What follows belongs to an exercise in optimizing a design on an open flow for a short achievable clock period and few clock cycles; a production flow would make more cautious choices.
At most, simulation tests tie the RTL to the original design; equivalence was not proved.

## job 9821
## rafb_top
module rafb_top (
    input  wire        clk,
    input  wire        rst,
    input  wire        cmd_valid,
    output wire        cmd_ready,
    input  wire [31:0] cmd_data,
    output wire        rsp_valid,
    input  wire        rsp_ready,
    output wire [7:0]  rsp_data,
    output wire        frm_valid,
    input  wire        frm_ready,
    output wire [7:0]  frm_data,
    output wire        frm_first,
    output wire [7:0]  frm_pages,
    output wire [7:0]  frm_width,
    output wire [7:0]  pos_x,
    output wire [7:0]  pos_y,
    output wire        dir,
    output wire [3:0]  step,
    output wire        mode,
    output wire        ind_manual,
    output wire        ind_auto,
    output wire        pos_changed,
    output reg         mem_en,
    output reg         mem_we,
    output reg  [9:0]  mem_addr,
    output reg  [7:0]  mem_wdata,
    input  wire [7:0]  mem_rdata
);
==> flow/config.mk <==
export PLATFORM = sky130hd
export DESIGN_NAME = rafb_top
export DESIGN_NICKNAME = rafb_top
export VERILOG_FILES = /design/flow/design.v
export SDC_FILE = /design/flow/constraint.sdc
export NUM_CORES = 4
export LEC_CHECK = 0
export CAP_MARGIN = 20
export CORE_MARGIN = 2
export CORE_UTILIZATION = 40
export SETUP_SLACK_MARGIN = 5
export SLEW_MARGIN = 20
==> flow/constraint.sdc <==
create_clock -name core_clock -period 9.0 [get_ports {clk}]
set_input_delay 1.8000 -clock core_clock [delete_from_list [all_inputs] [get_ports {clk}]]
set_output_delay 1.8000 -clock core_clock [all_outputs]
set_load 0.01 [all_outputs]
run.sh (not shown) runs the stock make flow with config.mk's settings and CLKGATE_MAP_FILE= SYNTH_SCRIPT=/design/flow/synth_recipe.tcl, a recipe that flattens the netlist after the stock synthesis.
Job 9821 completed end to end with timing, DRC and antenna clean.
For job 163, these inputs were changed with respect to job 9821:
--- a/flow/design.v
+++ b/flow/design.v
@@ -239,19 +239,20 @@
     wire       l_rd    = l_go && !lco && !lhit && !l_full;
     wire       l_cwe   = l_go && lhit;
     wire       cw_en   = ret || l_cwe;
     wire [7:0] cw_idx  = ret ? {p3_ma[9:3], p3_ma[0]} : {la[9:3], la[0]};
     wire [1:0] cw_tag  = ret ? p3_ma[2:1] : la[2:1];
     wire [7:0] cw_dat  = ret ? r_merge : l_merge;
     wire [7:0] h_idx   = {q0_a[9:3], q0_a[0]};
     wire       byp     = cw_en && (cw_idx == h_idx);
     wire [7:0] cl_dat  = byp ? cw_dat : c_dat[h_idx];
-    wire       cl_hit  = 1'b0;
+    wire       cl_hit  = byp ? (cw_tag == q0_a[2:1])
+                             : (c_val[h_idx] && (c_tag[h_idx] == q0_a[2:1]));
     wire       h_conf  = (l_rd && {la[9:3], la[0]} == h_idx) ||
                          (p1_miss && {p1_ma[9:3], p1_ma[0]} == h_idx) ||
                          (p2_miss && {p2_ma[9:3], p2_ma[0]} == h_idx);
     wire       l_free  = !lv || l_go;
     wire       q_pop   = (q_n != 2'd0) && l_free && !h_conf;
     wire       drained = !g_act && (q_n == 2'd0) && !lv &&
                          !p1_miss && !p2_miss && !p3_miss;
     wire fr_issue = fr_act && !fr_all && (fr_out < 3'd5);
     wire fr_pop   = ov && frm_ready;
@@ -519,19 +520,19 @@
             if (ret) begin
                 mem_en    <= 1'b1;
                 mem_we    <= 1'b1;
                 mem_addr  <= p3_ma;
                 mem_wdata <= r_merge;
             end else if (l_wr) begin
                 mem_en    <= 1'b1;
                 mem_we    <= 1'b1;
                 mem_addr  <= la;
-                mem_wdata <= lhit ? l_merge : ld;
+                mem_wdata <= l_merge;
             end else if (l_rd) begin
                 mem_en    <= 1'b1;
                 mem_we    <= 1'b0;
                 mem_addr  <= la;
                 p1_miss   <= 1'b1;
             end else if (fr_issue) begin
                 mem_en    <= 1'b1;
                 mem_we    <= fr_k;
                 mem_addr  <= fr_a;
Results
- Summary of job 163 and job 9821: one run falls short of a clean finish, namely job 163.
- Compared with job 9821, clock-buffer cell count in job 163 increased by more than 100%.
- Row final area: job 163 higher / job 9821 lower
- Compared to job 9821, the router laid down more metal wire for job 163.
- sky130_fd_sc_hd__dfxtp_1 as the slowest cell on the critical path was reported by job 9821, and sky130_fd_sc_hd__edfxtp_1 by job 163.
- The higher met1 global-route usage of job 163 and job 9821 is in job 163.
- Lower highest achievable clock rate was reported by job 163, not job 9821.
Testbench counts of job 163, summed over its fixed seeds: cycles 259,485.
Only the layout flow was run in job 9821; the RTL was not checked for function there.

port drivers added, routing unchanged:
How much do the figures lean on ideal ports? The routed layouts below were timed once more, with nothing changed but the port constraints. Step 1, drivers: a clkbuf_16 drives clk and a buf_2 each remaining input, both assumed. Step 2 also shifts input and output timing later by t, the mid clock arrival at the registers, as if the neighbouring blocks saw the same clock. Three values: ideal, step 1, step 2; two values: the first two.
run | t (ns) | setup slack, ns | clock arrival spread, ns | slew at the worst register clock pin (ns) | worst slew at a driven data input, ns
job 9821 | 0.707 | 5.054 / 4.985 / 4.697 | 0.027 / 0.026 | 0.07 / 0.07 | 0.06
job 163 | 1.011 | 4.896 / 4.896 / 4.169 | 0.134 / 0.134 | 0.07 / 0.07 | 0.09
The setup slack of job 163, which loses most, moves by 0.000 ns with the drivers and by -0.727 ns with both steps.
